Background: an optimization exercise with open tools, aiming at small area and a short achievable clock period. Do not read the settings as production practice.
The RTL was checked by simulation tests, not by an equivalence proof against the original design.

Setup of north:
## stepper_seq
module stepper_seq (
    input  wire        clk,
    input  wire        rst,           
    input  wire [31:0] now,           
    input  wire        rx_valid,      
    input  wire [7:0]  rx_byte,
    output wire [7:0]  dig,           
    output wire        ev_valid,      
    output wire [3:0]  ev_code,       
    output wire [2:0]  st_phase0,
    output wire [15:0] st_rate0,
    output wire        st_en0,
    output wire        st_moving0,
    output wire [31:0] st_pos0,
    output wire [2:0]  st_phase1,
    output wire [15:0] st_rate1,
    output wire        st_en1,
    output wire [3:0]  st_preset
);
For scale: about 1200 cells after synthesis, about 120 flip-flops.
export LEC_CHECK = 0
export ABC_AREA = 1
export CAP_MARGIN = 20
export CORE_MARGIN = 2
export CORE_UTILIZATION = 65
export CTS_BUF_LIST = sky130_fd_sc_hd__clkbuf_4 sky130_fd_sc_hd__clkbuf_8
export PLACE_DENSITY = 0.75
export SLEW_MARGIN = 20
create_clock -name core_clock -period 65.0 [get_ports {clk}]
standard.sh (not shown) runs the stock make flow with config.mk's settings and CLKGATE_MAP_FILE= SYNTH_SCRIPT=/design/flow/synth_recipe.tcl, a recipe that flattens the netlist after the stock synthesis.
==> flow/flow/run.sh <==
#!/bin/bash
# The standard layout, with the port buffers made of the smallest buffer cell
# (buffer_ports otherwise picks sky130_fd_sc_hd__clkdlybuf4s50_1).
set -euo pipefail
export BUFFER_PORTS_ARGS="-buffer_cell sky130_fd_sc_hd__buf_1"
bash standard.sh > standard.log 2>&1
Setup changes, north to south
--- a/flow/design.v
+++ b/flow/design.v
@@ -20,52 +20,28 @@
             assign zeros[i] = ~|prev_hi[LO+i-1:LO];
         end
     end endgenerate
     assign eq0 = ~|x;
     assign eqp = ~|(x ^ ones);
     assign eqm = ~|(x ^ zeros);
 endmodule
-module hi_step_ext (
-    input  wire [5:0] now_mid,
-    input  wire [5:0] prev_mid,
-    input  wire       hi_eq0, hi_eqp, hi_eqm,
-    output wire       eq0, eqp, eqm
-);
-    wire [5:0] x = now_mid ^ prev_mid;
-    wire [5:0] ones, zeros;
-    genvar i;
-    generate for (i = 0; i < 6; i = i + 1) begin : g_pre
-        if (i == 0) begin : g0
-            assign ones[i]  = 1'b1;
-            assign zeros[i] = 1'b1;
-        end else begin : gi
-            assign ones[i]  = &prev_mid[i-1:0];
-            assign zeros[i] = ~|prev_mid[i-1:0];
-        end
-    end endgenerate
-    wire top = &prev_mid;
-    wire bot = ~|prev_mid;
-    assign eq0 = hi_eq0 & ~|x;
-    assign eqp = ~|(x ^ ones) & (top ? hi_eqp : hi_eq0);
-    assign eqm = ~|(x ^ zeros) & (bot ? hi_eqm : hi_eq0);
-endmodule
 module lo_diff #(
     parameter LO = 13
 ) (
     input  wire [LO-1:0] now_lo,
     input  wire [LO-1:0] last_lo,
     input  wire          dh,
     input  wire          eq0, eqp, eqm,
     output wire [LO-1:0] y,
     output wire          b,         
     output wire          in_win     
 );
-    wire [LO:0] s = {1'b0, last_lo} + {1'b0, ~now_lo};
-    assign y = ~s[LO-1:0];
-    assign b = s[LO];
+    wire [LO:0] d = {1'b0, now_lo} - {1'b0, last_lo};
+    assign y = d[LO-1:0];
+    assign b = d[LO];
     assign in_win = (b == dh) ? eq0 : b ? eqp : eqm;
 endmodule
 module stepper_channel (
     input  wire        clk,
     input  wire [12:0] now_lo,
     input  wire        eq0, eqp, eqm,  
     input  wire [1:0]  mcode,          
@@ -142,19 +118,18 @@
     wire is_jogr  = rx_valid && (b == 8'h2D);                           
     wire is_home  = rx_valid && (b == 8'h68 || b == 8'h48);             
     wire drive     = is_fwd | is_rev | is_left | is_right;
     wire set_rate  = drive | is_stop;
     wire jog       = is_jogf | is_jogr;
     wire valid_dir = set_rate | is_pre | is_query | jog | is_home;
     wire        c_eq0, c_eqp, c_eqm, w_eq0, w_eqp, w_eqm;
+    hi_step #(.LO(13)) u_hc (.now_hi(now[31:13]), .prev_hi(now_prev[31:13]),
+                             .eq0(c_eq0), .eqp(c_eqp), .eqm(c_eqm));
     hi_step #(.LO(19)) u_hw (.now_hi(now[31:19]), .prev_hi(now_prev[31:19]),
                              .eq0(w_eq0), .eqp(w_eqp), .eqm(w_eqm));
-    hi_step_ext u_hc (.now_mid(now[18:13]), .prev_mid(now_prev[18:13]),
-                      .hi_eq0(w_eq0), .hi_eqp(w_eqp), .hi_eqm(w_eqm),
-                      .eq0(c_eq0), .eqp(c_eqp), .eqm(c_eqm));
     wire [18:0] wd_y;
     wire        wd_b, wd_in;
     lo_diff #(.LO(19)) u_wd (.now_lo(now[18:0]), .last_lo(wd_last_lo), .dh(wd_dh),
                              .eq0(w_eq0), .eqp(w_eqp), .eqm(w_eqm),
                              .y(wd_y), .b(wd_b), .in_win(wd_in));
     wire        wd_trip = wd_watch & ~valid_dir & ~(wd_in & (wd_y <= TIMEOUT[18:0]));
     wire pos_zero = (pos == 32'd0);
@@ -171,26 +146,25 @@
     wire at_tgt0 = mv0 & ~set_rate & ~is_home & ~jog &
                    (hm0 ? (sp0 ? pos_ones : pos_zero) : (rem0 == 4'd0));
     wire       en1_d = set_rate ? drive : en1;
     wire       s1_d  = set_rate ? (is_rev | is_right) : s1;
     wire [1:0] m1_d  = set_rate ? preset : m1;
     wire       new1  = ~en1 & drive;
     wire due0, due1;
-    wire tick0 = en0_d & ~new0 & due0;
-    wire tick1 = en1_d & ~new1 & due1;
+    wire tick0 = en0_d & ~wd_trip & ~new0 & due0;
+    wire tick1 = en1_d & ~wd_trip & ~new1 & due1;
     wire done0 = tick0 & at_tgt0;
-    wire adv0  = tick0 & ~at_tgt0;
-    wire step0 = adv0 & ~wd_trip;
-    wire step1 = tick1 & ~wd_trip;
+    wire step0 = tick0 & ~at_tgt0;
+    wire step1 = tick1;
     stepper_channel u_t0 (.clk(clk), .now_lo(now[12:0]),
                           .eq0(c_eq0), .eqp(c_eqp), .eqm(c_eqm), .mcode(m0_d),
-                          .load(new0 | due0), .due(due0));
+                          .load(new0 | step0), .due(due0));
     stepper_channel u_t1 (.clk(clk), .now_lo(now[12:0]),
                           .eq0(c_eq0), .eqp(c_eqp), .eqm(c_eqm), .mcode(m1_d),
-                          .load(new1 | due1), .due(due1));
+                          .load(new1 | step1), .due(due1));
     wire [3:0] rem0_b = jog ? 4'd10 : rem0;
     always @(posedge clk) begin
         if (rst) begin
             preset   <= 2'd0;
             wd_watch <= 1'b0;
             evv      <= 1'b0;
             en0      <= 1'b0;
@@ -223,15 +197,15 @@
         m0   <= m0_d;
         s1   <= s1_d;
         m1   <= m1_d;
         if (mv_start) begin
             hm0 <= is_home;
             sp0 <= pos_min;
         end
-        rem0 <= adv0 ? rem0_b - 4'd1 : rem0_b;
+        rem0 <= step0 ? rem0_b - 4'd1 : rem0_b;
     end
     reg [3:0] pat0;
     always @(*) begin
         case (pos[2:0])
             3'd0: pat0 = 4'h1;
             3'd1: pat0 = 4'h3;
             3'd2: pat0 = 4'h2;
Results
Note that the detailed route wirelength on metal3 recorded for north amounts to 0.918 times the value seen in south.
The total met2 wirelength after detailed routing number comes out lower for north vs south.
Of north and south, the run reporting the higher routed length on met1 was south.
In the metrics for north and south, the one carrying the lower post-route core utilization is south.
Critical path depth ended up 3 higher on south than on north.
Looking at capture point of the worst path, the u_t1.last_lo[3] result is from north; the u_t0.last_lo[7] one comes from south.
south -> north: number of setup violations in the final report delta 0, exact match
Taking north as the reference, in south transition at the pin with the smallest max-transition slack rose 130 ps, peak supply drop fell 6.7 uV, half-perimeter wire length after detailed placement rose 8.9%, time the final worst path needs with I/O delays and setup rose 410 ps.
Looking at first-pass GRT wire length across north and south, the one that comes out higher is south.
Delta(number of non-clock inverters in the layout, south - north) > 0

==> what the ideal ports hide <==
In the flow no input, the clock included, has a driving cell. The finished layouts below were timed again as built, in two steps. Step 1, drivers: a clkbuf_16 drives clk and a buf_2 each remaining input, both assumed. Step 2 also shifts input and output timing later by t, the mid clock arrival at the registers, as if the neighbouring blocks saw the same clock. Slacks: ideal / step 1 / step 2; pairs: ideal / step 1.
run | shift t [ns] | setup slack, ns | cell pins on the clock port's net
north | 0.503 | 48.799 / 48.818 / 48.315 | 1
south | 0.488 | 48.390 / 48.409 / 47.920 | 1
After both steps setup and hold are still met in every run listed. The setup slack of north, which loses most, moves by +0.019 ns with the drivers and by -0.484 ns with both steps.
